What follows belongs to an exercise in optimizing a design on an open flow for small area, a short achievable clock period and few clock cycles per item; a production flow would make more cautious choices.
At most, simulation tests tie the RTL to the original design; equivalence was not proved.
Function not checked in run 1: the RTL went through the layout flow alone.
Power and IR drop assume default switching activity.

$ cat design/flow/flow/run.sh
#!/bin/bash
# Standard ORFS layout with fast port buffers and free cell resizing:
#  - ports are buffered with buf_2 instead of the default delay-buffer cell
#  - the resizer may swap a cell for any cell of the same function
#    (MATCH_CELL_FOOTPRINT=0), not only same-footprint ones.
set -euo pipefail
bash standard.sh MATCH_CELL_FOOTPRINT=0 \
  "BUFFER_PORTS_ARGS=-buffer_cell sky130_fd_sc_hd__buf_2" \
  finish > standard.log 2>&1
$ cat design/flow/standard.sh
#!/bin/bash
# synth_recipe.tcl (not shown) runs the flow's synth.tcl, then flattens the netlist and writes it again
# the make line also repeats each setting of config.mk as NAME=value (left out here)
make -C /OpenROAD-flow-scripts/flow DESIGN_CONFIG=/design/flow/config.mk WORK_HOME=/design/flow/orfs CLKGATE_MAP_FILE= SYNTH_SCRIPT=/design/flow/synth_recipe.tcl "${@:-finish}"
$ cat design/flow/config.mk
export PLATFORM = sky130hd
export DESIGN_NAME = can_frame_parser
export DESIGN_NICKNAME = can_frame_parser
export VERILOG_FILES = /design/flow/design.v
export SDC_FILE = /design/flow/constraint.sdc
export NUM_CORES = 4
export LEC_CHECK = 0
export CAP_MARGIN = 20
export CORE_MARGIN = 2
export CORE_UTILIZATION = 35
export PLACE_DENSITY = 0.6
export SETUP_SLACK_MARGIN = 2.5
export SLEW_MARGIN = 20
$ cat design/flow/constraint.sdc
create_clock -name core_clock -period 6.0 [get_ports {clk}]
set_input_delay 1.2000 -clock core_clock [delete_from_list [all_inputs] [get_ports {clk}]]
set_output_delay 1.2000 -clock core_clock [all_outputs]
set_load 0.01 [all_outputs]
$ cat design/flow/design.v
module can_frame_parser (
    input  wire        clk,
    input  wire        rst,
    input  wire        in_valid,
    output wire        in_ready,
    input  wire [10:0] in_id,
    input  wire [3:0]  in_dlc,
    input  wire [63:0] in_data,
    output wire        rd_valid,
    input  wire        rd_ready,
    output wire        rd_last,
    output reg  [7:0]  rd_field,
    output reg  [1:0]  rd_kind,
    output wire [16:0] rd_raw,
    output reg  [1:0]  rd_scale,
    output wire [55:0] rd_text,
    output wire [2:0]  rd_textlen,
    output wire        tx_valid,
    output wire [10:0] tx_id,
    output wire [3:0]  tx_dlc,
    output wire [63:0] tx_data,
    output wire        done,
    output reg  [5:0]  fault_bits,
    output wire [15:0] fault_count
);
    localparam [1:0] SEL_IDLE = 2'd0, SEL_A = 2'd1, SEL_B = 2'd2, SEL_C = 2'd3;
    localparam [1:0] K_NUM = 2'd0, K_ONOFF = 2'd1, K_LABEL = 2'd2, K_TEXT = 2'd3;
    localparam [4:0] P_NONE = 5'd0, P_282 = 5'd1, P_381 = 5'd2, P_382 = 5'd3,
                     P_481 = 5'd4, P_A1 = 5'd6, P_A3 = 5'd7,
                     P_B1 = 5'd8, P_C2 = 5'd9, P_C4 = 5'd10, P_C5 = 5'd11,
                     P_C6 = 5'd12, P_C8 = 5'd13, P_C9 = 5'd14, P_C14 = 5'd15,
                     P_OS0 = 5'd16;   
    reg [1:0]  sel;
    reg [3:0]  line;           
    reg        upload;
    reg        carry_valid;
    reg [7:0]  carry_byte;     
    reg [15:0] fc;
    assign fault_count = fc;
    reg        em;             
    reg        nem;            
    reg        zd;             
    reg        eml;            
    reg [2:0]  idx;            
    reg [4:0]  plan;
    reg        skip1;          
    reg        txp;            
    reg [1:0]  tx_code;
    reg        cst;            
    reg [2:0]  tlen;
    reg [55:0] dat;            
    wire [7:0] d1 = dat[7:0],   d2 = dat[15:8],  d3 = dat[23:16], d4 = dat[31:24];
    wire [7:0] d5 = dat[39:32], d6 = dat[47:40], d7 = dat[55:48];
    localparam [1:0] H_NEXT = 2'd0, H_CB = 2'd1, H_ZERO = 2'd2, H_SEXT = 2'd3;
    function [18:0] desc(input [4:0] plan, input [2:0] idx);
        reg [2:0] k;
        reg [1:0] hm;
        reg       sgn;      
        reg       bitm;     
        reg [7:0] fbase;
        reg [1:0] kd, sc;
    begin
        k     = 3'd1;
        hm    = H_NEXT;
        sgn   = 1'b0;
        bitm  = 1'b0;
        fbase = 8'd0;
        kd  = K_NUM;
        sc = 2'd0;
        case (plan)
            P_282: begin
                fbase = 8'h01;
                if (idx[0]) begin k = 3'd1; sgn = 1'b1; sc = 2'd2; end
                else begin k = 3'd7; hm = H_ZERO; end
            end
            P_381: begin
                fbase = 8'h03; sgn = 1'b1; sc = 2'd2;
                k = (idx == 3'd0) ? 3'd7 : (idx == 3'd1) ? 3'd2 : 3'd4;
            end
            P_382: begin fbase = 8'h06; k = 3'd1; sgn = 1'b1; sc = 2'd2; end
            P_481: begin
                fbase = 8'h07; hm = H_ZERO;
                case (idx)
                    3'd0: begin k = 3'd7; kd = K_LABEL; end
                    3'd1: begin k = 3'd1; kd = K_LABEL; end
                    3'd2: begin k = 3'd5; kd = K_ONOFF; bitm = 1'b1; end
                    3'd3: begin k = 3'd2; kd = K_ONOFF; bitm = 1'b1; end
                    3'd4: begin k = 3'd3; kd = K_ONOFF; bitm = 1'b1; end
                    default: begin k = 3'd6; kd = K_ONOFF; bitm = 1'b1; end
                endcase
            end
            P_A1: begin
                fbase = 8'h10;
                if (idx[0]) begin k = 3'd6; sgn = 1'b1; sc = 2'd2; end
                else begin k = 3'd5; hm = H_ZERO; sc = 2'd1; end
            end
            P_A3: begin fbase = 8'h12; k = 3'd1; hm = H_SEXT; end
            P_B1: begin fbase = 8'h18; kd = K_TEXT; end
            P_C2: begin fbase = 8'h20; sgn = 1'b1; sc = 2'd2; k = idx[0] ? 3'd4 : 3'd2; end
            P_C4: begin fbase = 8'h22; sgn = 1'b1; sc = 2'd2; k = idx[0] ? 3'd4 : 3'd6; end
            P_C5: begin
                fbase = 8'h24; sgn = 1'b1; sc = 2'd2;
                k = (idx == 3'd0) ? 3'd1 : (idx == 3'd1) ? 3'd3 : 3'd5;
            end
            P_C6: begin
                fbase = 8'h27;
                case (idx)
                    3'd0: begin k = 3'd1; hm = H_CB; sgn = 1'b1; sc = 2'd2; end
                    3'd1: begin k = 3'd2; end
                    3'd2: begin k = 3'd4; sc = 2'd1; end
                    3'd3: begin k = 3'd6; hm = H_ZERO; end
                    default: begin k = 3'd7; hm = H_ZERO; end
                endcase
            end
            P_C8: begin
                fbase = 8'h2C;
                if (idx[0]) begin k = 3'd2; sc = 2'd2; end
                else begin k = 3'd1; hm = H_CB; sc = 2'd1; end
            end
            P_C9: begin
                fbase = 8'h2E; sc = 2'd3;
                if (idx[0]) k = 3'd2;
                else begin k = 3'd1; hm = H_CB; end
            end
            P_C14: begin fbase = 8'h30; k = 3'd2; sgn = 1'b1; sc = 2'd2; end
            default: if (plan[4]) begin
                fbase = {5'b10000, plan[2:0]};
                k = 3'd4;
                case (plan[2:0])
                    3'd0, 3'd1: begin sgn = 1'b1; sc = 2'd2; end
                    3'd5:       hm = H_ZERO;
                    default:    ;
                endcase
            end
        endcase
        desc = {fbase + {5'd0, idx}, kd, sc, k, hm, sgn, bitm};
    end
    endfunction
    function [2:0] lastslot(input [4:0] p);
        case (p)
            P_282, P_A1, P_C2, P_C4, P_C8, P_C9: lastslot = 3'd1;
            P_381, P_C5:                         lastslot = 3'd2;
            P_481:                               lastslot = 3'd5;
            P_C6:                                lastslot = 3'd4;
            default:                             lastslot = 3'd0;
        endcase
    endfunction
    reg [4:0] c_plan;       
    reg [2:0] c_idx;        
    reg       c_last;       
    reg [3:0] c_min;        
    reg       c_f4, c_f5;   
    reg       c_ncv;        
    reg       c_cst;        
    always @* begin
        c_plan = P_NONE;
        c_idx  = 3'd0;
        c_last = 1'b0;
        c_min  = 4'd0;
        c_f4   = 1'b0;
        c_f5   = 1'b0;
        c_ncv  = carry_valid;
        c_cst  = 1'b0;
        case (sel)
            SEL_A: case (line)
                4'd1: begin c_plan = P_A1; c_min = 4'd8; end
                4'd3: begin c_plan = P_A3; c_min = 4'd2; c_last = 1'b1; end
                default: ;
            endcase
            SEL_B: if (line == 4'd1) begin c_plan = P_B1; c_last = 1'b1; end
            SEL_C: case (line)
                4'd2:  begin c_plan = P_C2; c_min = 4'd6; end
                4'd4:  begin c_plan = P_C4; c_min = 4'd8; end
                4'd5:  begin c_plan = P_C5; c_min = 4'd8; c_f4 = carry_valid;
                             c_ncv = 1'b1; c_cst = 1'b1; end
                4'd6:  begin c_plan = P_C6; c_min = 4'd8; c_f5 = !carry_valid;
                             c_ncv = 1'b0; c_idx = {2'd0, !carry_valid}; end
                4'd7:  begin c_min = 4'd8; c_f4 = carry_valid;
                             c_ncv = 1'b1; c_cst = 1'b1; end
                4'd8:  begin c_plan = P_C8; c_min = 4'd8; c_f5 = !carry_valid;
                             c_ncv = 1'b1; c_cst = 1'b1; c_idx = {2'd0, !carry_valid};
                             c_last = !carry_valid; end
                4'd9:  begin c_plan = P_C9; c_min = 4'd4; c_f5 = !carry_valid;
                             c_ncv = 1'b0; c_idx = {2'd0, !carry_valid};
                             c_last = !carry_valid; end
                4'd14: begin c_plan = P_C14; c_min = 4'd4; c_last = 1'b1; end
                default: ;
            endcase
            default: ;
        endcase
    end
    wire [18:0] c_desc    = desc(c_plan, c_idx);
    wire [3:0]  line_inc  = (line == 4'd15) ? line : line + 4'd1;
    wire [7:0] i0 = in_data[7:0], i1 = in_data[15:8], i2 = in_data[23:16], i3 = in_data[31:24];
    wire       dge1 = in_dlc >= 4'd1, dge3 = in_dlc >= 4'd3, dge4 = in_dlc >= 4'd4;
    wire       dge5 = in_dlc >= 4'd5, dge6 = in_dlc >= 4'd6, dge7 = in_dlc >= 4'd7;
    wire       dok  = in_dlc <= 4'd8;
    wire id282 = in_id == 11'h282, id381 = in_id == 11'h381;
    wire id382 = in_id == 11'h382, id481 = in_id == 11'h481;
    wire id_st = in_id == 11'h1c1;
    wire idfam = id_st || in_id == 11'h1c2 || in_id == 11'h1c3;
    wire c282 = dok && id282 && dge3;
    wire c381 = dok && id381 && dge6;
    wire c382 = dok && id382 && dge3;
    wire c481 = dok && id481 && dge7;
    wire s_short = dok && ((id282 && !dge3) || (id381 && !dge6) ||
                           (id382 && !dge3) || (id481 && !dge7));
    wire fam   = dok && idfam;
    wire pre_a = dge3 && i0 == 8'h41 && i1 == 8'h3f && i2 == 8'h50;
    wire pre_b = dge3 && i0 == 8'h41 && i1 == 8'h0f && i2 == 8'h34;
    wire pre_c = dge3 && i0 == 8'h41 && i1 == 8'h1d && i2 == 8'h50;
    wire pre   = fam && (pre_a || pre_b || pre_c);
    wire band  = fam && dge1 && i0[7:4] == 4'h4 && !(pre_a || pre_b || pre_c);
    wire cont  = fam && dge1 && (i0 == 8'h00 || i0 == 8'h10);
    wire t3 = dge4 && i0 == 8'h43 && i1 == 8'h30 && i2 == 8'h20 && i3 == 8'h01;
    wire t4 = dge4 && i0 == 8'h43 && i1 == 8'h30 && i2 == 8'h20 && i3 == 8'h02;
    wire t0 = dge3 && i0 == 8'h4B && i1 == 8'h10 && i2 == 8'h20;
    wire t1 = dge3 && i0 == 8'h4B && i1 == 8'h11 && i2 == 8'h20;
    wire t2 = dge3 && i0 == 8'h43 && i1 == 8'h20 && i2 == 8'h20;
    wire t5 = dge3 && i0 == 8'h4F && i1 == 8'h40 && i2 == 8'h20;
    wire t_fit   = (t0 || t1 || t2 || t3 || t4) ? dge6 : dge5;
    wire hit     = t0 || t1 || t2 || t3 || t4 || t5;
    wire os_ok   = band && hit && t_fit;
    wire os_short = band && hit && !t_fit;
    wire [2:0] t_idx = {t4 || t5, t2 || t3, t1 || t3 || t5};
    wire c_act   = cont && sel != SEL_IDLE;
    wire c_fit   = in_dlc >= c_min;
    wire c_ok    = c_act && c_fit;
    wire c_short = c_act && !c_fit;
    wire hard    = !dok || s_short || os_short || c_short;
    wire lk0 = i0 > 8'h0F, lk1 = i1 > 8'h1F;
    wire [5:0] fbits = {c_ok && c_f5, c_ok && c_f4, c481 && lk1, c481 && lk0,
                        !dok, s_short || os_short || c_short};
    wire       fault = !dok || s_short || os_short || c_short ||
                       (c481 && (lk0 || lk1)) || (c_ok && (c_f4 || c_f5));
    wire [2:0]  idx481  = lk0 ? (lk1 ? 3'd2 : 3'd1) : 3'd0;
    wire        c_rd    = c_ok && (c_plan != P_NONE);
    wire        has_rd  = c282 || c381 || c382 || c481 || os_ok || c_rd;
    wire        f_last  = c382 || os_ok || (c_rd && c_last);
    wire [4:0]  os_plan = P_OS0 + {2'd0, t_idx};
    wire [4:0]  f_plan  = ({5{c282}}  & P_282) | ({5{c381}} & P_381) |
                          ({5{c382}}  & P_382) | ({5{c481}} & P_481) |
                          ({5{os_ok}} & os_plan) | ({5{c_ok}} & c_plan);
    wire [2:0]  f_idx   = ({3{c481}} & idx481) | ({3{c_ok}} & c_idx);
    wire [18:0] f_desc  = ({19{c282}}  & desc(P_282, 3'd0)) |
                          ({19{c381}}  & desc(P_381, 3'd0)) |
                          ({19{c382}}  & desc(P_382, 3'd0)) |
                          ({19{c481}}  & desc(P_481, idx481)) |
                          ({19{os_ok}} & desc(os_plan, 3'd0)) |
                          ({19{c_ok}}  & c_desc);
    wire       n_tx    = !hard && id_st && ((pre && pre_c) || (cont && upload));
    wire [1:0] n_code  = pre ? 2'd0 : (i0[4] ? 2'd2 : 2'd1);
    wire       n_cst   = c_ok && c_cst;
    reg [1:0] n_sel;
    reg [3:0] n_line;
    reg       n_upload;
    reg       n_cv;
    always @* begin
        n_sel    = sel;
        n_line   = line;
        n_upload = upload;
        n_cv     = carry_valid;
        if (pre) begin
            n_sel    = pre_a ? SEL_A : pre_b ? SEL_B : SEL_C;
            n_line   = 4'd1;
            n_cv     = 1'b0;
            n_upload = id_st && pre_c;
        end else if (band) begin
            n_sel    = SEL_IDLE;
            n_line   = 4'd0;
            n_cv     = 1'b0;
            n_upload = upload && !id_st;
        end else if (cont) begin
            if (c_act) begin
                n_line = line_inc;
                n_cv   = c_ncv;
            end
        end else if (id_st) begin
            n_upload = 1'b0;
        end
    end
    reg [2:0] n_tlen;
    integer j;
    always @* begin
        n_tlen = 3'd0;
        for (j = 1; j < 8; j = j + 1)
            if (in_data[8*j +: 8] != 8'd0 && j < in_dlc) n_tlen = j[2:0];
    end
    assign rd_valid = em;
    assign rd_last  = eml;
    assign done     = zd || (eml && rd_ready);
    assign in_ready = nem || (eml && rd_ready);
    wire   take     = in_valid && in_ready && !rst;
    wire [2:0]  idx_nx  = (idx == 3'd0 && skip1) ? 3'd2 : idx + 3'd1;
    wire [18:0] desc_nx = desc(plan, idx_nx);
    reg [2:0] r_k;
    reg [1:0] r_hm;
    reg       r_sgn, r_bitm;
    reg [7:0] lo_b, hi_b, lo, hi;
    always @* begin
        case (r_k)
            3'd1: begin lo_b = d1; hi_b = d2; end
            3'd2: begin lo_b = d2; hi_b = d3; end
            3'd3: begin lo_b = d3; hi_b = d4; end
            3'd4: begin lo_b = d4; hi_b = d5; end
            3'd5: begin lo_b = d5; hi_b = d6; end
            3'd6: begin lo_b = d6; hi_b = d7; end
            default: begin lo_b = d7; hi_b = d1; end
        endcase
        lo = r_bitm ? {7'd0, lo_b[0]} : lo_b;
        case (r_hm)
            H_NEXT:  hi = hi_b;
            H_CB:    hi = carry_byte;
            H_ZERO:  hi = 8'd0;
            default: hi = {8{lo[7]}};
        endcase
    end
    assign rd_raw     = {r_sgn & hi[7] | (r_hm == H_SEXT) & lo[7], hi, lo};
    assign rd_text    = dat;
    assign rd_textlen = tlen;
    assign tx_valid = txp;
    assign tx_id    = 11'h241;
    assign tx_dlc   = 4'd8;
    assign tx_data  = {56'd0, 6'b101000, tx_code};
    wire single = id282 || id381 || id481;
    always @(posedge clk) begin
        if (in_ready) begin
            plan       <= f_plan;
            skip1      <= c481 && lk1;
            idx        <= f_idx;
            {rd_field, rd_kind, rd_scale, r_k, r_hm, r_sgn, r_bitm} <= f_desc;
            tx_code    <= n_code;
            cst        <= n_cst;
            tlen       <= n_tlen;
            fault_bits <= fbits;
            dat        <= {single ? i0 : in_data[63:56], in_data[55:25],
                           id481 ? in_data[52] : in_data[24], in_data[23:17],
                           id481 ? in_data[41] : in_data[16], in_data[15:8]};
        end else if (rd_ready) begin
            idx  <= idx_nx;
            {rd_field, rd_kind, rd_scale, r_k, r_hm, r_sgn, r_bitm} <= desc_nx;
        end
        if (done && cst) carry_byte <= d7;
        if (rst) begin
            em          <= 1'b0;
            nem         <= 1'b1;
            zd          <= 1'b0;
            eml         <= 1'b0;
            txp         <= 1'b0;
            sel         <= SEL_IDLE;
            line        <= 4'd0;
            upload      <= 1'b0;
            carry_valid <= 1'b0;
            fc          <= 16'd0;
        end else begin
            if (in_ready) begin
                em  <= in_valid && has_rd;
                nem <= !(in_valid && has_rd);
                zd  <= in_valid && !has_rd;
                eml <= in_valid && f_last;
            end else if (rd_ready) begin
                eml <= (idx_nx == lastslot(plan));
            end
            txp <= take && n_tx;
            if (take) begin
                if (fault && ~&fc) fc <= fc + 16'd1;
                if (!hard) begin
                    sel         <= n_sel;
                    line        <= n_line;
                    upload      <= n_upload;
                    carry_valid <= n_cv;
                end
            end
        end
    end
endmodule
==> summary.md, run 1 <==
| Metric | Value |
|---|---|
| Leakage | 5.068 nW |
| Worst path required time | 4.80 ns |
| Synth Area per Inst | 8.826 um2 |
| DP Wirelength | 26,680 um |
| Total Nets Final | 1,450 |
| Post-synth top flop | edfxtp_1 |
| Critical setup path kind | reg -> out |
| First-pass GRT wire length | 52,120 um |
| Final Hold Fails | 0 |
| TritonRoute pass-1 iters | 6 |
| Synthesized area | 9797 um2 |
| Fillers | 2,684 |
| CTS Buf Count | 17 |
| Clk slew on worst S/H paths | 0.06 ns |
| Worst skew pair latency | 0.43 ns |
| Fin crit share | 0.6040 |
| Via/cell ratio | 5.678 |
| Grt ovf | 0 |
| IO Port Bufs | 199 |
| Sequential group share of total power | 0.453 |
| Worst reg-to-reg path cell count | 19 |
| Antenna Violating Nets Remaining | 0 |
| Max_cap viols | 0 |
| GR Util All Layers | 0.2356 |
| Comb power frac | 0.107 |
| Hold_ws | 0.4537 ns |
| Min-Delay Path Class | reg -> reg |
| Detailed Route WL | 36,250 um |
| Setup violators final | 0 |
| Multi-input logic area | 6208 um2 |
| CORE AREA | 27,710 um2 |
| Fin worst setup slack | 2.376 ns |
| Num ports | 277 |
| Total power | 2.318 mW |
| DR vias | 9,879 |
| Final Max Slew Viols | 0 |
| Net switching power figure | 0.6555 mW |
| Worst r2r src | line[0]$_SDFFE_PP0P_ |
| Die Y | 171.3 um |
| RSZ-0062 raised after global routing | yes |
| Int Pwr | 1.662 mW |
| CP arrival | 2.42 ns |
| Clock Skew | 0.01156 ns |
| Ys Warns | 1 |
| DRC violations left | 0 |
| Site Rows | 61 |
| Vias in the first global route | 8,901 |
| Share of layout cells above drive strength 1 | 0.3483 |
| Crit path to | rd_raw[14] |
| Iter 0 DRT Violations | 1,105 |
| Sw Ratio | 0.2828 |
| R2r setup slk | 2.48 ns |
| Sequential cell area | 3751 um2 |
| H-tree depth | 4 |
| Die area | 29,350 um2 |
| Kind of end point of the critical path | output pin |
| Layout area overhead | 31.03% |
| Cells after DPL | 1,640 |
| Mapped Cells | 1,110 |
| Fmax | 275.9 MHz |
| Worst vdd ir | 109.3 uV |
| PwrDens | 180.6 nW/um2 |
| Ys async rst share | 0 |
| Avg WL per Cell | 20.84 um |
| Finished Layout Cells | 1,740 |
| Longest Clk Path Bufs | 2 |
| Placer Congestion | 0.9431 |
| Slew Limit Headroom | 0.2670 |
| Die W | 171.3 um |
| Clock sink count | 135 |
| Seq/Total Area, Yosys | 0.3811 |
| Synthesis-stage register bit count | 135 |
| Number of synthesized flops with an enable pin | 103 |
| CP max FO | 10 |
| Yosys cell types | 83 |
| CTS tree | built |
| Setup crit start kind | register |
| Setup_tns | 0 ns |
| Worst slack, placed | 1.611 ns |
| CP Launch Point | r_k[0]$_DFFE_PP_ |
| Pin count of the biggest net entering global routing | 68 |
| Status | timing/DRC/antenna clean |
| Antenna violations before repair | 4 |
| Clock root buffer | clkbuf_16 |
| Starting density of the core | 0.3536 |
| Hold buffers post-CTS | 0 |
| Clock period minus final worst setup slack | 3.624 ns |
| Worst Max-Slew Pin Slew | 1.089 ns |
| Clock share of power | 0.440 |
[worst min path at each step]
stage                   startpoint  cells after the start             endpoint
3_3_place_gp   upload$_SDFFE_PP0P_                      2  upload$_SDFFE_PP0P_
4_1_cts        upload$_SDFFE_PP0P_                      2  upload$_SDFFE_PP0P_
2_1_floorplan  upload$_SDFFE_PP0P_                      2  upload$_SDFFE_PP0P_
3_5_place_dp   upload$_SDFFE_PP0P_                      2  upload$_SDFFE_PP0P_
5_1_grt        upload$_SDFFE_PP0P_                      2  upload$_SDFFE_PP0P_
6_report       upload$_SDFFE_PP0P_                      2  upload$_SDFFE_PP0P_
[cells in the final DEF (no fill, tap or decap), types with 9 or more instances in the layout]
master,n
a21oi_1,69
a21oi_2,14
a31oi_1,14
buf_2,196
buf_4,56
buf_6,12
clkbuf_16,19
conb_1,78
dfxtp_1,26
edfxtp_1,103
ha_1,11
inv_1,27
mux2_2,16
mux2i_1,19
nand2_1,89
nand2b_1,11
nand3_1,33
nand4_1,10
nor2_1,104
nor2b_1,16
nor3_1,29
nor4_1,19
o21ai_0,52
o22ai_1,9
o31ai_1,11
or3_1,11
or4_1,10
[critical path, cell delays in order, from the launching register on]
cell      delay (ns)
edfxtp_1        0.45
buf_6           0.15
buf_12          0.12
mux4_2          0.51
mux2i_2         0.26
nor2_1          0.08
a21oi_1         0.15
o21ai_0         0.09
buf_2           0.17
[state kept, by name, indices dropped and copies added, names as in the netlist, 4 cells and up, named ones only]
| register | cells |
|---|---|
| carry_byte | 8 |
| rd_field | 8 |
| fault_bits | 6 |
| line | 4 |
| fc | 16 |
| plan | 5 |
| dat | 56 |
[power by group through the flow]
stage	Clock, mW	Combinational, mW	Sequential (mW)
final	1.02	0.247	1.05
after global routing	1.07	0.267	1.05
after CTS	1.04	0.228	1.05
after detailed placement	0	0.213	1.07
after global placement	0	0.212	1.07
after floorplan	0	0.137	1.07
[layer usage]
| layer | up-vias | part of all wire | global-route usage |
|---|---|---|---|
| li1 | 4510 | - | - |
| met1 | 4763 | 0.41 | 0.3095 |
| met2 | 532 | 0.47 | 0.3822 |
| met3 | 74 | 0.090 | 0.04832 |
| met4 | 0 | 0.030 | 0.08917 |
| met5 | - | 0 | 0 |
[synthesized netlist by cell type (5+ instances only)]
cell       number  area [um2]
mux2i_1        23       230.2
nand2b_1       14       87.58
o31ai_1        14       105.1
nor4b_1         8       70.07
clkbuf_1       42       157.7
o211ai_1        8       60.06
xnor2_1         8       70.07
and4_1          6       52.55
buf_4          78       585.6
inv_1          31       116.4
nand2_1        96       360.4
nor2_1        111       416.7
a221oi_1        7       61.31
a31oi_1        14       87.58
buf_1          10       37.54
nand3_1        34       170.2
nor3_1         36       180.2
a211oi_1        7       52.55
and3b_1         5       43.79
ha_1           21       262.8
a211o_1         5       43.79
o22ai_1        11       68.82
edfxtp_1      103        3093
nor4_1         26       162.7
a22o_1          6       52.55
o311ai_0        7       61.31
mux2_2         16       180.2
or3_1          12       75.07
and3_1          5       31.28
a21o_1          9       67.56
a2111oi_0       5       43.79
nor2b_1        19       118.9
dfxtp_1        32       640.6
or4_1          14       105.1
o21ai_0        62       310.3
or2_2          11       68.82
and2_1          7       43.79
mux4_2          8       180.2
a21oi_1        86       430.4
nand4_1        10       62.56
[area by class of cell]
class / instances / area share
antenna: 4 / 0.0007797
clock buffer: 18 / 0.03343
clock inverter: 14 / 0.01023
inverter: 33 / 0.01111
multi-input combinational: 885 / 0.4836
sequential: 135 / 0.2922
tap: 378 / 0.03684
timing repair buffer: 273 / 0.1318
[cell families after synthesis]
family / count (synthesis) / synth area share
and+or+nand+nor: 431 / 0.2269
AOI/OAI and AO/OA: 295 / 0.1976
buffers and inverters: 167 / 0.09464
DFF: 135 / 0.3811
muxes: 47 / 0.06028
adders and majority gates: 22 / 0.02886
xor gates and xnor gates: 11 / 0.009835
other: 2 / 0.0007666
[per-stage QoR]
step                      cell area (um2)    util
after CTS                           12130  0.4379
after floorplan                     10190       -
after detailed placement            10940  0.3948
after global placement              10940  0.3948
after global routing                12830  0.4633
final                               12840  0.4634
[timing repair]
item / CTS / global route
pin swaps: 25 / 32
cloned: 3 / 2
setup buffers: 29 / 30
resized for setup: 82 / 105
endpoints found under the hold margin: 0 / 0
setup endpoints to repair: 70 / 53
==> inputs of run 2 (changes only) <==
--- a/design/flow/design.v
+++ b/design/flow/design.v
@@ -51,7 +51,7 @@
     reg [55:0] dat;            
     wire [7:0] d1 = dat[7:0],   d2 = dat[15:8],  d3 = dat[23:16], d4 = dat[31:24];
     wire [7:0] d5 = dat[39:32], d6 = dat[47:40], d7 = dat[55:48];
-    localparam [1:0] H_NEXT = 2'd0, H_CB = 2'd1, H_ZERO = 2'd2, H_SEXT = 2'd3;
+    localparam [1:0] H_NEXT = 2'd0, H_ZERO = 2'd2, H_SEXT = 2'd3;
     function [18:0] desc(input [4:0] plan, input [2:0] idx);
         reg [2:0] k;
         reg [1:0] hm;
@@ -94,7 +94,7 @@
                 if (idx[0]) begin k = 3'd6; sgn = 1'b1; sc = 2'd2; end
                 else begin k = 3'd5; hm = H_ZERO; sc = 2'd1; end
             end
-            P_A3: begin fbase = 8'h12; k = 3'd1; hm = H_SEXT; end
+            P_A3: begin fbase = 8'h12; k = 3'd1; hm = H_SEXT; sgn = 1'b1; end
             P_B1: begin fbase = 8'h18; kd = K_TEXT; end
             P_C2: begin fbase = 8'h20; sgn = 1'b1; sc = 2'd2; k = idx[0] ? 3'd4 : 3'd2; end
             P_C4: begin fbase = 8'h22; sgn = 1'b1; sc = 2'd2; k = idx[0] ? 3'd4 : 3'd6; end
@@ -105,7 +105,7 @@
             P_C6: begin
                 fbase = 8'h27;
                 case (idx)
-                    3'd0: begin k = 3'd1; hm = H_CB; sgn = 1'b1; sc = 2'd2; end
+                    3'd0: begin k = 3'd0; sgn = 1'b1; sc = 2'd2; end
                     3'd1: begin k = 3'd2; end
                     3'd2: begin k = 3'd4; sc = 2'd1; end
                     3'd3: begin k = 3'd6; hm = H_ZERO; end
@@ -115,12 +115,12 @@
             P_C8: begin
                 fbase = 8'h2C;
                 if (idx[0]) begin k = 3'd2; sc = 2'd2; end
-                else begin k = 3'd1; hm = H_CB; sc = 2'd1; end
+                else begin k = 3'd0; sc = 2'd1; end
             end
             P_C9: begin
                 fbase = 8'h2E; sc = 2'd3;
                 if (idx[0]) k = 3'd2;
-                else begin k = 3'd1; hm = H_CB; end
+                else k = 3'd0;
             end
             P_C14: begin fbase = 8'h30; k = 3'd2; sgn = 1'b1; sc = 2'd2; end
             default: if (plan[4]) begin
@@ -291,7 +291,8 @@
     assign done     = zd || (eml && rd_ready);
     assign in_ready = nem || (eml && rd_ready);
     wire   take     = in_valid && in_ready && !rst;
-    wire [2:0]  idx_nx  = (idx == 3'd0 && skip1) ? 3'd2 : idx + 3'd1;
+    wire        skip    = idx == 3'd0 && skip1;
+    wire [2:0]  idx_nx  = skip ? 3'd2 : idx + 3'd1;
     wire [18:0] desc_nx = desc(plan, idx_nx);
     reg [2:0] r_k;
     reg [1:0] r_hm;
@@ -299,6 +300,7 @@
     reg [7:0] lo_b, hi_b, lo, hi;
     always @* begin
         case (r_k)
+            3'd0: begin lo_b = d1; hi_b = carry_byte; end
             3'd1: begin lo_b = d1; hi_b = d2; end
             3'd2: begin lo_b = d2; hi_b = d3; end
             3'd3: begin lo_b = d3; hi_b = d4; end
@@ -309,13 +311,12 @@
         endcase
         lo = r_bitm ? {7'd0, lo_b[0]} : lo_b;
         case (r_hm)
-            H_NEXT:  hi = hi_b;
-            H_CB:    hi = carry_byte;
             H_ZERO:  hi = 8'd0;
-            default: hi = {8{lo[7]}};
+            H_SEXT:  hi = {8{lo[7]}};
+            default: hi = hi_b;
         endcase
     end
-    assign rd_raw     = {r_sgn & hi[7] | (r_hm == H_SEXT) & lo[7], hi, lo};
+    assign rd_raw     = {r_sgn & hi[7], hi, lo};
     assign rd_text    = dat;
     assign rd_textlen = tlen;
     assign tx_valid = txp;
==> design/flow/flow/run.sh (replaced) <==
#!/bin/bash
# Standard ORFS layout with fast port buffers and free cell resizing:
#  - ports are buffered with buf_1 instead of the default delay-buffer cell
#  - the resizer may swap a cell for any cell of the same function
#    (MATCH_CELL_FOOTPRINT=0), not only same-footprint ones.
set -euo pipefail
bash standard.sh MATCH_CELL_FOOTPRINT=0 \
  "BUFFER_PORTS_ARGS=-buffer_cell sky130_fd_sc_hd__buf_1" \
  finish > standard.log 2>&1
--- a/design/flow/config.mk
+++ b/design/flow/config.mk
@@ -8,6 +8,8 @@
 export CAP_MARGIN = 20
 export CORE_MARGIN = 2
 export CORE_UTILIZATION = 35
+export CTS_BUF_LIST = sky130_fd_sc_hd__clkbuf_8
+export CTS_CLUSTER_SIZE = 30
 export PLACE_DENSITY = 0.6
 export SETUP_SLACK_MARGIN = 2.5
 export SLEW_MARGIN = 20
==> run 2 against run 1 <==
Effect of this change:
- clock-buffer cell count down 1
- global-route usage shrank 0.65 points
- design area is 5.0% lower
- first-iteration DRC count down 1.5%
==> summary.md, run 2 <==
| Metric | Value |
|---|---|
| Sequential group share of total power | 0.497 |
| Min-Delay Path Class | reg -> reg |
| Worst path required time | 4.80 ns |
| Net switching power figure | 0.6018 mW |
| PwrDens | 173.6 nW/um2 |
| Post-synth top flop | edfxtp_1 |
| GR Util All Layers | 0.2291 |
| Number of synthesized flops with an enable pin | 103 |
| Num ports | 277 |
| Pin count of the biggest net entering global routing | 78 |
| Post-Synth Simple-Gate Area | 0.2387 |
| Starting density of the core | 0.3576 |
| Worst vdd ir | 116.8 uV |
| Total Nets Final | 1,421 |
| Clock sink count | 135 |
| Vias in the first global route | 8,553 |
| Clock root buffer | clkbuf_8 |
| Fmax | 263.7 MHz |
| Longest Clk Path Bufs | 2 |
| Ys async rst share | 0 |
| Clock share of power | 0.406 |
| Commonest non-fill, non-tap cell in the layout | buf_1 |
| Most frequent cells in the layout | 187 x buf_1, 112 x nor2_1, 103 x edfxtp_1 |
| Worst Max-Slew Pin Slew | 0.9796 ns |
| Fin crit share | 0.6321 |
| CP arrival | 2.59 ns |
| Worst skew pair latency | 0.47 ns |
| Via/cell ratio | 5.618 |
| Synth Area in Adders | 0.02918 |
| DP Wirelength | 25,130 um |
| Max_cap viols | 0 |
| Die Y | 170.4 um |
| Antenna Violating Nets Remaining | 0 |
| Die area | 29,030 um2 |
| RSZ-0062 raised after global routing | yes |
| Antenna violations before repair | 3 |
| Setup crit start kind | register |
| Mapped Cells | 1,090 |
| Avg WL per Cell | 20.45 um |
| Sw Ratio | 0.2844 |
| CTS Buf Count | 17 |
| Top flop regs | dat (56), fc (16) |
| Synth Area in Compound Gates | 0.1897 |
| Hold path cells | 2 |
| Setup violators final | 0 |
| Synthesis-stage register bit count | 135 |
| CP max FO | 12 |
| DP Area | 10,430 um2 |
| Final Hold Fails | 0 |
| Post-synthesis xor/xnor area fraction | 0.01627 |
| TritonRoute pass-1 iters | 6 |
| Detailed Route WL | 34,810 um |
| Clock period minus final worst setup slack | 3.792 ns |
| Placer Congestion | 0.9765 |
| Yosys cell types | 90 |
| Die W | 170.4 um |
| Max reg flops | 56 |
| Clk slew on worst S/H paths | 0.09 ns |
| Top reg by flops | dat |
| Most frequent cell after synthesis | nor2_1 |
| Seq/Total Area, Yosys | 0.3853 |
| Share of layout cells above drive strength 1 | 0.1950 |
| Status | timing/DRC/antenna clean |
| Post-route cell area | 12,190 um2 |
| Synth cell count leaders | 114 x nor2_1, 103 x edfxtp_1, 91 x nand2_1, 80 x buf_4, 78 x o21ai_0 |
| Final Max Slew Viols | 0 |
| Share of the synthesized area in the top cell type | 0.3192 |
| Dominant cell type by area after synthesis | edfxtp_1 |
| CORE AREA | 27,100 um2 |
| Site Rows | 60 |
| Critical setup path kind | reg -> out |
| Comb power frac | 0.097 |
| H-tree depth | 4 |
| First-pass GRT wire length | 50,220 um |
| Slew Limit Headroom | 0.3377 |
| Top cells by area, synth | edfxtp_1 32%, dfxtp_1 6.6%, buf_4 6.2%, nor2_1 4.4%, o21ai_0 4.0% |
| Hold buffers post-CTS | 0 |
| Largest family of logic cells by synthesized area | simple AND/OR/NAND/NOR gates |
| Setup_tns | 0 ns |
| Iter 0 DRT Violations | 1,088 |
| Int Pwr | 1.514 mW |
| IO Port Bufs | 199 |
| Kind of end point of the critical path | output pin |
| Clock Skew | 0.02190 ns |
| Layout area overhead | 25.81% |
| Mux share of post-synthesis cell area | 0.04338 |
| Synthesized area | 9691 um2 |
| Synth Area per Inst | 8.890 um2 |
| Fillers | 2,654 |
| DR vias | 9,562 |
| Worst reg-to-reg path cell count | 18 |
| Grt ovf | 0 |
| CTS tree | built |
| Leakage | 4.352 nW |
| DRC violations left | 0 |
| Ys Warns | 1 |
-- run 2: final cells by class --
cell class | instances | area [um2] | area share
inverter | 26 | 110.1 | 0.009031
clock inverter | 14 | 188.9 | 0.01550
sequential | 135 | 3744 | 0.3071
timing repair buffer | 266 | 1443 | 0.1183
tap | 372 | 465.4 | 0.03818
antenna | 2 | 5.005 | 0.0004105
multi-input combinational | 870 | 6002 | 0.4923
clock buffer | 17 | 234.0 | 0.01919
-- run 2: worst paths after layout --
| check | end | slack (ns) | from |
|---|---|---|---|
| min reg2reg | zd$_SDFFE_PP0N_ | 0.46 | zd$_SDFFE_PP0N_ |
| min | zd$_SDFFE_PP0N_ | 0.46 | zd$_SDFFE_PP0N_ |
| max reg2reg | fc[9]$_SDFFE_PP0P_ | 2.21 | line[0]$_SDFFE_PP0P_ |
| max | rd_raw[13] | 2.21 | r_k[1]$_DFFE_PP_ |
-- run 2: power groups by stage --
stage               Combinational, mW  Clock, mW  Sequential, mW
global route                    0.224      0.911            1.05
finish                          0.205      0.858            1.05
CTS                             0.194      0.880            1.05
floorplan                       0.123          0            1.07
detailed placement              0.173          0            1.07
global placement                0.172          0            1.07
-- run 2: logic make-up (layout without fill, tap and decap cells) --
family | after synthesis | count (layout)
other | 2 | 80
AND/OR/NAND/NOR | 430 | 431
XOR/XNOR | 18 | 18
adder cells (fa/ha/maj) | 22 | 22
flip-flops | 135 | 135
multiplexers | 36 | 36
AO/OA/AOI/OAI | 285 | 285
buffers and inverters | 162 | 323
-- run 2: critical path, cell delays in order, from the launching register on --
cell	delay, ns
edfxtp_1	0.47
buf_12	0.19
mux2i_1	0.13
o211ai_1	0.20
o21ai_1	0.13
a211oi_2	0.27
buf_4	0.16
nand3_4	0.12
buf_6	0.22
o31ai_2	0.06
buf_2	0.17
-- run 2: per-layer routing --
metal  track usage  vias to the layer above  wire length (um)
met5             0                        -                16
met4       0.08027                        2               988
met3       0.05488                       83              3034
met2        0.3694                      581             16230
met1        0.3000                     4537             14540
li1              -                     4359                 -
-- run 2: what timing repair did --
item,in CTS,in global routing
resized for setup,123,64
gates cloned,4,1
setup endpoints to repair,69,58
pin swaps,34,29
buffers inserted,38,19
-- run 2: through the flow --
stage | utilization | power [mW] | setup WS, ns | cells | hold slack [ns]
6_report | 0.4499 | 2.116 | 2.208 | 1702 | 0.4567
5_1_grt | 0.4497 | 2.188 | 2.087 | 1700 | 0.4730
4_1_cts | 0.4328 | 2.125 | 2.306 | 1680 | 0.4589
3_5_place_dp | 0.3847 | 1.247 | 1.518 | 1607 | 0.4477
3_3_place_gp | 0.3847 | 1.246 | 1.603 | 1607 | 0.4388
2_1_floorplan | - | 1.194 | 2.499 | 1166 | 0.4320
Testbench counts of run 2, summed over its fixed seeds: cycles 35,159, frames 20,000.
==> inputs of run 3 (changes only) <==
==> design/flow/flow/run.sh (replaced) <==
#!/bin/bash
# Standard ORFS layout with fast port buffers and free cell resizing:
#  - ports are buffered with buf_2 instead of the default delay-buffer cell
#  - the resizer may swap a cell for any cell of the same function
#    (MATCH_CELL_FOOTPRINT=0), not only same-footprint ones.
set -euo pipefail
bash standard.sh MATCH_CELL_FOOTPRINT=0 \
  "BUFFER_PORTS_ARGS=-buffer_cell sky130_fd_sc_hd__buf_2" \
  finish > standard.log 2>&1
--- a/design/flow/config.mk
+++ b/design/flow/config.mk
@@ -8,8 +8,6 @@
 export CAP_MARGIN = 20
 export CORE_MARGIN = 2
 export CORE_UTILIZATION = 35
-export CTS_BUF_LIST = sky130_fd_sc_hd__clkbuf_8
-export CTS_CLUSTER_SIZE = 30
 export PLACE_DENSITY = 0.6
-export SETUP_SLACK_MARGIN = 2.5
+export SETUP_SLACK_MARGIN = 3.5
 export SLEW_MARGIN = 20
==> run 3 against run 2 <==
Effect of this change:
- largest cell class unchanged
- setup slack improved by 0.082 ns
- sequential cell count did not move
- synthesized area unchanged
- clock-buffer cell count unchanged
- still clean on timing, DRC and antenna
- register-to-register slack better by 0.08 ns
- critical path type is now reg -> reg
- non-clock buffer count rose by 28
- final cell count is 1.8% higher
- first-iteration DRC count is 0.28% higher
- fmax up 2.2%
==> summary.md, run 3 <==
| Metric | Value |
|---|---|
| Die Y | 170.4 um |
| Antenna Violating Nets Remaining | 0 |
| Starting density of the core | 0.3576 |
| Comb power frac | 0.097 |
| Status | timing/DRC/antenna clean |
| CTS tree | built |
| DP Area | 11,190 um2 |
| Most frequent cells in the layout | 195 x buf_2, 104 x nor2_1, 103 x edfxtp_1 |
| Share of the synthesized area in the top cell type | 0.3192 |
| Final Max Slew Viols | 0 |
| Synth cell count leaders | 114 x nor2_1, 103 x edfxtp_1, 91 x nand2_1, 80 x buf_4, 78 x o21ai_0 |
| H-tree depth | 4 |
| CTS Buf Count | 17 |
| Final Hold Fails | 0 |
| Dominant cell type by area after synthesis | edfxtp_1 |
| Total Nets Final | 1,450 |
| Top Metal Used | met5 |
| Worst slack, placed | 1.735 ns |
| Pin count of the biggest net entering global routing | 79 |
| Die area | 29,030 um2 |
| Sequential cell area | 3741 um2 |
| Site Rows | 60 |
| Sequential group share of total power | 0.440 |
| Commonest non-fill, non-tap cell in the layout | buf_2 |
| Ys Warns | 1 |
| Finished Layout Cells | 1,732 |
| Longest Clk Path Bufs | 2 |
| Crit path cell chain | clkinvlp_4 > ha_4 > mux4_2 > and2_4 > nand2_4 > nor3_4 > or2_4 > ha_4 > nand2b_1 > a21o_1 > buf_4 > nand2_4 > nand3_4 > o211ai_1 > a21boi_1 > ha_2 > mux2i_1 > nor2_1 |
| Vias in the first global route | 9,102 |
| Grt ovf | 0 |
| DP Wirelength | 25,350 um |
| Post-route cell area | 13,490 um2 |
| Ys async rst share | 0 |
| Slew Limit Headroom | 0.3708 |
| Die W | 170.4 um |
| Final Util | 0.4979 |
| Min-Delay Path Class | reg -> reg |
| Number of synthesized flops with an enable pin | 103 |
| Placer Congestion | 0.9466 |
| Cells after DPL | 1,608 |
| Mapped Cells | 1,090 |
| Setup crit start kind | register |
| Fmax | 269.5 MHz |
| Worst path required time | 6.36 ns |
| Most frequent cell after synthesis | nor2_1 |
| CP arrival | 4.07 ns |
| Leakage | 5.361 nW |
| Setup_tns | 0 ns |
| Worst Max-Slew Pin Slew | 0.9438 ns |
| Seq/Total Area, Yosys | 0.3853 |
| CP max FO | 7 |
| Critical setup path kind | reg -> reg |
| Clock sink count | 135 |
| Int Pwr | 1.743 mW |
| IO Port Bufs | 199 |
| TritonRoute pass-1 iters | 6 |
| Delay-heaviest family, CP | simple AND/OR/NAND/NOR gates |
| CORE AREA | 27,100 um2 |
| Iter 0 DRT Violations | 1,091 |
| Max_cap viols | 0 |
| Worst vdd ir | 178.1 uV |
| Synthesized area | 9691 um2 |
| Layout area overhead | 39.25% |
| Fin crit share | 0.6184 |
| Setup violators final | 0 |
| Fin worst setup slack | 2.290 ns |
| Kind of end point of the critical path | register |
| Clock root buffer | clkbuf_16 |
| Sw Ratio | 0.2711 |
| Share of layout cells above drive strength 1 | 0.4035 |
| Total power | 2.391 mW |
| Buffers & Inverters on Critical Path | 2 |
| Net switching power figure | 0.6483 mW |
| GR Util All Layers | 0.2425 |
| Via/cell ratio | 5.684 |
| Critical path's slowest cell | mux4_2 |
| First-pass GRT wire length | 53,870 um |
| Worst skew pair latency | 0.43 ns |
| Antenna violations before repair | 4 |
| Post-synth top flop | edfxtp_1 |
| Detail Route met2 WL | 17,590 um |
| Clk slew on worst S/H paths | 0.07 ns |
| PwrDens | 177.2 nW/um2 |
| Met3 WL | 2702 um |
| RSZ-0062 raised after global routing | yes |
| Avg WL per Cell | 20.93 um |
| Synth Area per Inst | 8.890 um2 |
| Yosys cell types | 90 |
| Metal-1 WL | 14,820 um |
| DR vias | 9,845 |
| Synthesis-stage register bit count | 135 |
| Top cells by area, synth | edfxtp_1 32%, dfxtp_1 6.6%, buf_4 6.2%, nor2_1 4.4%, o21ai_0 4.0% |
| Detailed Route WL | 36,250 um |
| Clock Skew | 0.01060 ns |
| Multi-input logic area | 6546 um2 |
| Fillers | 2,428 |
| DRC violations left | 0 |
| Top reg by flops | dat |
| Max reg flops | 56 |
| Worst path max stage delay | 0.46 ns |
| Top flop regs | dat (56), fc (16) |
| Num ports | 277 |
| Clock period minus final worst setup slack | 3.710 ns |
| Hold_ws | 0.4647 ns |
| Clock share of power | 0.462 |
run 3: path summary, 6_finish.rpt:
check,start,endpoint,slack (ns),depth (start not counted)
max,line[0]$_SDFFE_PP0P_,register,2.29,18
min,em$_SDFFE_PP0N_,em$_SDFFE_PP0N_,0.46,2
max reg2reg,line[0]$_SDFFE_PP0P_,register,2.29,18
min reg2reg,em$_SDFFE_PP0N_,em$_SDFFE_PP0N_,0.46,2
run 3: cells by family after synthesis:
family          share of synthesized area
mux                               0.04338
compound gates                     0.1897
simple gates                       0.2387
other cells                     0.0007750
fa+ha+maj                         0.02918
buf+inv                           0.09671
flops                              0.3853
xor+xnor                          0.01627
run 3: routing by layer:
metal,GRT usage,vias up
met2,0.4178,500
met3,0.04860,94
met4,0.07246,4
met5,0,-
li1,-,4422
met1,0.3065,4825
run 3: what timing repair did:
action / 4_1_cts / 5_1_grt
resized for setup: 150 / 46
cloned: 8 / 0
pin swaps: 42 / 30
setup endpoints to repair: 149 / 92
buffers inserted: 68 / 14
hold buffers: 0 / 0
run 3: final cells by class:
cell class | instances | share of cell area
multi-input cells | 870 | 0.4851
flip-flops and latches | 135 | 0.2772
repair buffers | 294 | 0.1477
well taps | 372 | 0.03449
clock buffers | 17 | 0.03153
clock inverters | 15 | 0.01307
inverters | 26 | 0.009828
repair inverters | 1 | 0.0006490
diodes | 2 | 0.0003709
run 3: worst register-to-register path: cells and delay by family (launching register included):
family	cells	cell delay, ns
mux	2	0.52
buf+inv	2	0.31
flops	1	0.36
fa+ha+maj	3	0.68
compound gates	3	0.86
simple gates	8	0.91
run 3: power by group through the flow:
stage                     combinational [mW]  clock, mW  sequential, mW
after floorplan                        0.132          0            1.07
after global placement                 0.198          0            1.07
after detailed placement               0.199          0            1.07
after CTS                              0.223       1.13            1.05
after global routing                   0.252       1.16            1.05
final                                  0.233       1.10            1.05
==> inputs of run 4 (changes only) <==
--- a/design/flow/config.mk
+++ b/design/flow/config.mk
@@ -9,5 +9,5 @@
 export CORE_MARGIN = 2
 export CORE_UTILIZATION = 35
 export PLACE_DENSITY = 0.6
-export SETUP_SLACK_MARGIN = 3.5
+export SETUP_SLACK_MARGIN = 2.0
 export SLEW_MARGIN = 20
==> run 4 against run 3 <==
Effect of this change:
- combinational power shrank 15%
- clock power grew 4%
- die area is the same
- via count shrank 6.1%
- final cell count shrank 3.8%
- design area shrank 14%
- non-clock buffer count shrank 68
- core utilization shrank 6.8 points
- sequential cell count is the same
- first-iteration DRC count shrank 12%
- sequential power is essentially flat
- largest cell class unchanged
- hold slack lost 0.013 ns
==> summary.md, run 4 <==
| Metric | Value |
|---|---|
| Status | timing/DRC/antenna clean |
| Fmax | 259.5 MHz |
| Longest Clk Path Bufs | 2 |
| Hold_ws | 0.4521 ns |
| Iter 0 DRT Violations | 963 |
| Clk slew on worst S/H paths | 0.07 ns |
| Finished Layout Cells | 1,666 |
| Worst path required time | 4.80 ns |
| Number of synthesized flops with an enable pin | 103 |
| IO Port Bufs | 199 |
| Top reg by flops | dat |
| Synth Area per Inst | 8.890 um2 |
| Critical path's slowest cell | edfxtp_1 |
| Fin crit share | 0.6423 |
| Slew Limit Headroom | 0.2239 |
| Dominant cell type by area after synthesis | edfxtp_1 |
| Clock sink count | 135 |
| Ys Warns | 1 |
| Worst slack, placed | 1.572 ns |
| Die W | 170.4 um |
| Clock root buffer | clkbuf_16 |
| Min-Delay Path Class | reg -> reg |
| PwrDens | 205.2 nW/um2 |
| Mapped Cells | 1,090 |
| Clock period minus final worst setup slack | 3.854 ns |
| CP max FO | 31 |
| First-pass GRT wire length | 50,170 um |
| Top flop regs | dat (56), fc (16) |
| Delay-heaviest family, CP | simple AND/OR/NAND/NOR gates |
| Post-route cell area | 11,650 um2 |
| Share of layout cells above drive strength 1 | 0.2663 |
| Hold buffers post-CTS | 0 |
| RSZ-0062 raised after global routing | no |
| DP Area | 10,650 um2 |
| TritonRoute pass-1 iters | 8 |
| Max_cap viols | 0 |
| Share of the synthesized area in the top cell type | 0.3192 |
| Post-synth top flop | edfxtp_1 |
| Buffers & Inverters on Critical Path | 3 |
| Kind of end point of the critical path | output pin |
| Most frequent cells in the layout | 199 x buf_2, 113 x nor2_1, 103 x edfxtp_1 |
| Pin count of the biggest net entering global routing | 78 |
| Worst Max-Slew Pin Slew | 1.148 ns |
| Via/cell ratio | 5.550 |
| Final Max Slew Viols | 0 |
| Max reg flops | 56 |
| Placer Congestion | 0.9341 |
| Fillers | 2,716 |
| Final Hold Fails | 0 |
| Commonest non-fill, non-tap cell in the layout | buf_2 |
| DP Wirelength | 25,690 um |
| Die Y | 170.4 um |
| Worst skew pair latency | 0.44 ns |
| CP arrival | 2.65 ns |
| Synth cell count leaders | 114 x nor2_1, 103 x edfxtp_1, 91 x nand2_1, 80 x buf_4, 78 x o21ai_0 |
| Total Nets Final | 1,380 |
| CORE AREA | 27,100 um2 |
| Detailed Route WL | 33,870 um |
| Layout area overhead | 20.18% |
| Grt ovf | 0 |
| H-tree depth | 4 |
| Starting density of the core | 0.3576 |
| DRC violations left | 0 |
| Crit path cell chain | buf_4 > nor2b_4 > nand2_1 > o21ai_0 > o21ai_1 > a211oi_2 > buf_4 > nand3_4 > o31ai_2 > and2_1 > buf_2 |
| Worst path max stage delay | 0.46 ns |
| Setup violators final | 0 |
| Antenna violations before repair | 7 |
| Most frequent cell after synthesis | nor2_1 |
| Avg WL per Cell | 20.33 um |
| Sequential cell area | 3744 um2 |
| CTS Buf Count | 17 |
| Site Rows | 60 |
| Most frequent CP cell | buf_4 |
| Final Util | 0.4297 |
| Leakage | 4.649 nW |
| Worst vdd ir | 189.0 uV |
| Yosys cell types | 90 |
| Fin worst setup slack | 2.146 ns |
| Seq/Total Area, Yosys | 0.3853 |
| Die area | 29,030 um2 |
| Antenna Violating Nets Remaining | 0 |
| Setup crit start kind | register |
| Clock Skew | 0.01876 ns |
| Setup_tns | 0 ns |
| Vias in the first global route | 8,390 |
| Num ports | 277 |
| Synthesis-stage register bit count | 135 |
| Ys async rst share | 0 |
| Top cells by area, synth | edfxtp_1 32%, dfxtp_1 6.6%, buf_4 6.2%, nor2_1 4.4%, o21ai_0 4.0% |
| GR Util All Layers | 0.2293 |
| DR vias | 9,246 |
| Total power | 2.390 mW |
| CTS tree | built |
| Critical setup path kind | reg -> out |
| Cells after DPL | 1,608 |
| Synthesized area | 9691 um2 |
| Multi-input logic area | 5480 um2 |
[run 4: timing repair]
action / 4_1_cts / 5_1_grt
setup buffers: 8 / 12
resized for setup: 15 / 36
setup endpoints to repair: 45 / 45
pin swaps: 1 / 6
gates cloned: 0 / 0
[run 4: cells by family (layout without fill, tap and decap cells)]
| logic type | Yosys count | count (layout) | share of synthesized area |
|---|---|---|---|
| xor gates and xnor gates | 18 | 18 | 0.01627 |
| buffers and inverters | 162 | 284 | 0.09671 |
| and+or+nand+nor | 430 | 430 | 0.2387 |
| muxes | 36 | 36 | 0.04338 |
| DFF | 135 | 135 | 0.3853 |
| other | 2 | 84 | 0.0007750 |
| AOI/OAI and AO/OA | 285 | 285 | 0.1897 |
| adders and majority gates | 22 | 22 | 0.02918 |
[run 4: tightest hold or removal path, stage by stage, from the launching register on]
cell	delay, ns
dfxtp_1	0.31
nand2_1	0.05
a21oi_1	0.05
[run 4: layer usage]
metal  global-route usage  routed length [um]  share of wire
met2               0.3662               15690           0.46
met1               0.3029               14500           0.43
met4              0.09402                1036          0.031
met3              0.04698                2621          0.077
met5                    0                  13        0.00038
[run 4: power breakdown]
part | internal [mW] | switching [mW] | leakage (nW) | total, mW
combinational | 0.0699 | 0.128 | 2.95 | 0.197
clock | 0.639 | 0.503 | 0.304 | 1.14
sequential | 1.02 | 0.0275 | 1.39 | 1.05
total | 1.73 | 0.658 | 4.65 | 2.39
[run 4: worst paths after layout]
| kind | slack [ns] | from | endpoint | cells past startpoint |
|---|---|---|---|---|
| setup / recovery | 2.15 | r_k[0]$_DFFE_PP_ | rd_raw[16] | 11 |
| hold / removal | 0.45 | em$_SDFFE_PP0N_ | em$_SDFFE_PP0N_ | 2 |
| setup reg to reg | 2.16 | line[1]$_SDFFE_PP0P_ | sel[0]$_SDFFE_PP0P_ | 17 |
| hold reg to reg | 0.45 | em$_SDFFE_PP0N_ | em$_SDFFE_PP0N_ | 2 |
[run 4: final cells by class]
class / count / share of cell area
Antenna cell: 6 / 0.001289
Clock buffer: 17 / 0.03653
Clock inverter: 15 / 0.01740
Inverter: 26 / 0.008702
Multi-Input combinational cell: 869 / 0.4706
Sequential cell: 135 / 0.3214
Tap cell: 372 / 0.03997
Timing Repair Buffer: 226 / 0.1041
==> inputs of run 5 (changes only) <==
--- a/design/flow/config.mk
+++ b/design/flow/config.mk
@@ -9,5 +9,5 @@
 export CORE_MARGIN = 2
 export CORE_UTILIZATION = 35
 export PLACE_DENSITY = 0.6
-export SETUP_SLACK_MARGIN = 2.0
+export SETUP_SLACK_MARGIN = 2.5
 export SLEW_MARGIN = 20
==> run 5 against run 4 <==
Effect of this change:
- core utilization grew 3.0 points
- global-route usage grew 0.41 points
- sequential share of layout area shrank 2.1 points
- clock-buffer cell count is the same
- largest cell class unchanged
- die area is the same
- sequential power is essentially flat
- still clean
- first-iteration DRC count shrank 0.93%
- wire length grew 3.0%
==> summary.md, run 5 <==
| Metric | Value |
|---|---|
| Yosys cell types | 90 |
| Fillers | 2,647 |
| Slew Limit Headroom | 0.3691 |
| Top cells by area, synth | edfxtp_1 32%, dfxtp_1 6.6%, buf_4 6.2%, nor2_1 4.4%, o21ai_0 4.0% |
| GR Util All Layers | 0.2334 |
| Largest family of logic cells by synthesized area | simple AND/OR/NAND/NOR gates |
| Clock sink count | 135 |
| Site Rows | 60 |
| Post-synth top flop | edfxtp_1 |
| Synth Area per Inst | 8.890 um2 |
| RSZ-0062 raised after global routing | yes |
| Clock root buffer | clkbuf_16 |
| TritonRoute pass-1 iters | 5 |
| Final Max Slew Viols | 0 |
| Crit path cell chain | clkinvlp_4 > ha_4 > mux4_2 > and2_4 > nand2_4 > nor3_4 > or2_4 > ha_4 > nand2b_1 > a21o_1 > buf_6 > a2111oi_4 > a22oi_2 > nand3_4 > nand2_8 > nor4_4 > mux2_4 |
| Hold buffers post-CTS | 0 |
| CTS Buf Count | 17 |
| Synth Area in Compound Gates | 0.1897 |
| Clock Skew | 0.01220 ns |
| Worst Max-Slew Pin Slew | 0.9463 ns |
| Hold EP | zd$_SDFFE_PP0N_ |
| Num ports | 277 |
| Most frequent cells in the layout | 198 x buf_2, 112 x nor2_1, 103 x edfxtp_1 |
| Starting density of the core | 0.3576 |
| CP Launch Point | line[0]$_SDFFE_PP0P_ |
| Commonest non-fill, non-tap cell in the layout | buf_2 |
| Seq/Total Area, Yosys | 0.3853 |
| Synth Area in Adders | 0.02918 |
| Dominant cell type by area after synthesis | edfxtp_1 |
| Antenna Violating Nets Remaining | 0 |
| Final Hold Fails | 0 |
| IO Port Bufs | 199 |
| Layout area overhead | 28.44% |
| Fin crit share | 0.6050 |
| Mapped Cells | 1,090 |
| Worst path max stage delay | 0.45 ns |
| Ys Warns | 1 |
| Max reg flops | 56 |
| CORE AREA | 27,100 um2 |
| Number of synthesized flops with an enable pin | 103 |
| Die Y | 170.4 um |
| Worst vdd ir | 167.1 uV |
| Kind of end point of the critical path | register |
| Setup violators final | 0 |
| Mux share of post-synthesis cell area | 0.04338 |
| CP max FO | 10 |
| Die area | 29,030 um2 |
| Hold path cells | 2 |
| Post-synthesis xor/xnor area fraction | 0.01627 |
| Worst r2r src | line[0]$_SDFFE_PP0P_ |
| PwrDens | 189.1 nW/um2 |
| Grt ovf | 0 |
| Leakage | 4.932 nW |
| Via/cell ratio | 5.594 |
| Clk slew on worst S/H paths | 0.07 ns |
| Critical path's slowest cell | mux4_2 |
| CP arrival | 3.96 ns |
| Longest Clk Path Bufs | 2 |
| Most frequent cell after synthesis | nor2_1 |
| Synth cell count leaders | 114 x nor2_1, 103 x edfxtp_1, 91 x nand2_1, 80 x buf_4, 78 x o21ai_0 |
| Worst hold start | zd$_SDFFE_PP0N_ |
| Setup crit start kind | register |
| DP Wirelength | 25,520 um |
| Fmax | 275.5 MHz |
| First-pass GRT wire length | 51,200 um |
| Placer Congestion | 0.9689 |
| Pin count of the biggest net entering global routing | 77 |
| DR vias | 9,509 |
| Top flop regs | dat (56), fc (16) |
| Die W | 170.4 um |
| Max_cap viols | 0 |
| Setup_tns | 0 ns |
| Clock period minus final worst setup slack | 3.630 ns |
| Avg WL per Cell | 20.53 um |
| R2r setup slk | 2.37 ns |
| H-tree depth | 4 |
| Post-Synth Simple-Gate Area | 0.2387 |
| Status | timing/DRC/antenna clean |
| Total Nets Final | 1,418 |
| Worst skew pair latency | 0.44 ns |
| Min-Delay Path Class | reg -> reg |
| Antenna violations before repair | 3 |
| Detailed Route WL | 34,900 um |
| Most frequent CP cell | ha_4 |
| Worst path required time | 6.33 ns |
| Final Util | 0.4593 |
| Synthesis-stage register bit count | 135 |
| Synthesized area | 9691 um2 |
| Top reg by flops | dat |
| DRC violations left | 0 |
| Worst reg-to-reg path cell count | 17 |
| Reg-to-reg critical path endpoint | fc[14]$_SDFFE_PP0P_ |
| Share of layout cells above drive strength 1 | 0.3260 |
| Share of the synthesized area in the top cell type | 0.3192 |
| Ys async rst share | 0 |
| Critical setup path kind | reg -> reg |
| Vias in the first global route | 8,686 |
| CTS tree | built |
| Iter 0 DRT Violations | 954 |
-- run 5: cell counts after synthesis --
Identical to the previous run, type by type.
-- run 5: logic make-up after synthesis --
logic type      after synthesis
other cells                   2
buf+inv                     162
mux                          36
xor+xnor                     18
simple gates                430
compound gates              285
fa+ha+maj                    22
flops                       135
-- run 5: final cells by class --
| cell class | instances | area, um2 | area share |
|---|---|---|---|
| Multi-Input combinational cell | 869 | 5932 | 0.4766 |
| Sequential cell | 135 | 3744 | 0.3008 |
| Timing Repair Buffer | 264 | 1598 | 0.1284 |
| Tap cell | 372 | 465.4 | 0.03739 |
| Clock buffer | 17 | 425.4 | 0.03418 |
| Clock inverter | 14 | 162.7 | 0.01307 |
| Inverter | 26 | 112.6 | 0.009047 |
| Antenna cell | 3 | 7.507 | 0.0006031 |
-- run 5: where the power goes --
group	switching [mW]	internal [mW]
clock	0.465	0.621
sequential	0.0289	1.02
combinational	0.135	0.0789
total	0.629	1.72
-- run 5: worst max-delay path, delay by kind of cell (launching register included) --
kind	cells	cell delay (ns)
simple gates	8	1.02
mux	2	0.77
compound gates	3	0.61
fa+ha+maj	2	0.47
flops	1	0.37
buf+inv	2	0.27
-- run 5: stage by stage --
step                      cells  area (um2)  worst slack (ns)  hold slack (ns)  total power [mW]
after CTS                  1677       12100             2.358           0.4528             2.360
final                      1700       12450             2.370           0.4525             2.353
after global routing       1698       12440             2.212           0.4664             2.420
after floorplan            1166       10020             2.499           0.4320             1.194
after global placement     1606       10670             1.688           0.4377             1.260
after detailed placement   1606       10670             1.505           0.4439             1.262
-- run 5: repair_timing --
item | 4_1_cts | 5_1_grt
buffers inserted | 37 | 20
endpoints found under the hold margin | 0 | 0
cloned | 3 | 0
pin swaps | 25 | 32
gates resized for setup | 108 | 38
endpoints found under the setup margin | 71 | 57
-- run 5: worst max-delay path by stage --
| stage | slack [ns] | endpoint | depth (start not counted) |
|---|---|---|---|
| 3_5_place_dp | 1.50 | register | 13 |
| 6_report | 2.37 | fc[14]$_SDFFE_PP0P_ | 17 |
| 3_3_place_gp | 1.69 | register | 13 |
| 2_1_floorplan | 2.50 | fc[12]$_SDFFE_PP0P_ | 17 |
| 5_1_grt | 2.21 | fc[10]$_SDFFE_PP0P_ | 17 |
| 4_1_cts | 2.36 | fc[14]$_SDFFE_PP0P_ | 17 |
-- run 5: per-layer routing --
layer	vias up	GRT usage	part of all wire
met2	517	0.3798	0.47
met4	2	0.09253	0.032
met3	68	0.05000	0.077
met1	4566	0.3023	0.42
li1	4356	-	-
met5	-	0	0.00037

==> port drivers added, routing unchanged <==
How much do the figures lean on ideal ports? The routed layouts below were timed once more, with nothing changed but the port constraints.
Step 1, drivers: a clkbuf_16 drives clk and a buf_2 each remaining input, both assumed.
Step 2 adds t to the input delays and takes it off the output delays; t is the mean of the earliest and latest rising clock arrival at the registers after step 1. Input paths then give back, and output paths get back, about the clock's delay inside the block.
a / b / c = ideal ports / drivers / drivers and shift; a / b = the first two.
run | t (ns) | setup WS [ns] | clock arrival spread, ns
run 1 | 0.476 | 2.376 / 2.326 / 1.984 | 0.018 / 0.018
run 2 | 0.507 | 2.208 / 2.162 / 1.891 | 0.028 / 0.028
run 3 | 0.475 | 2.290 / 2.290 / 1.907 | 0.013 / 0.013
run 4 | 0.485 | 2.146 / 2.097 / 1.808 | 0.025 / 0.025
run 5 | 0.476 | 2.370 / 2.370 / 2.021 | 0.013 / 0.013
After both steps setup and hold are still met in every run listed. The setup slack of run 1, which loses most, moves by -0.050 ns with the drivers and by -0.392 ns with both steps.
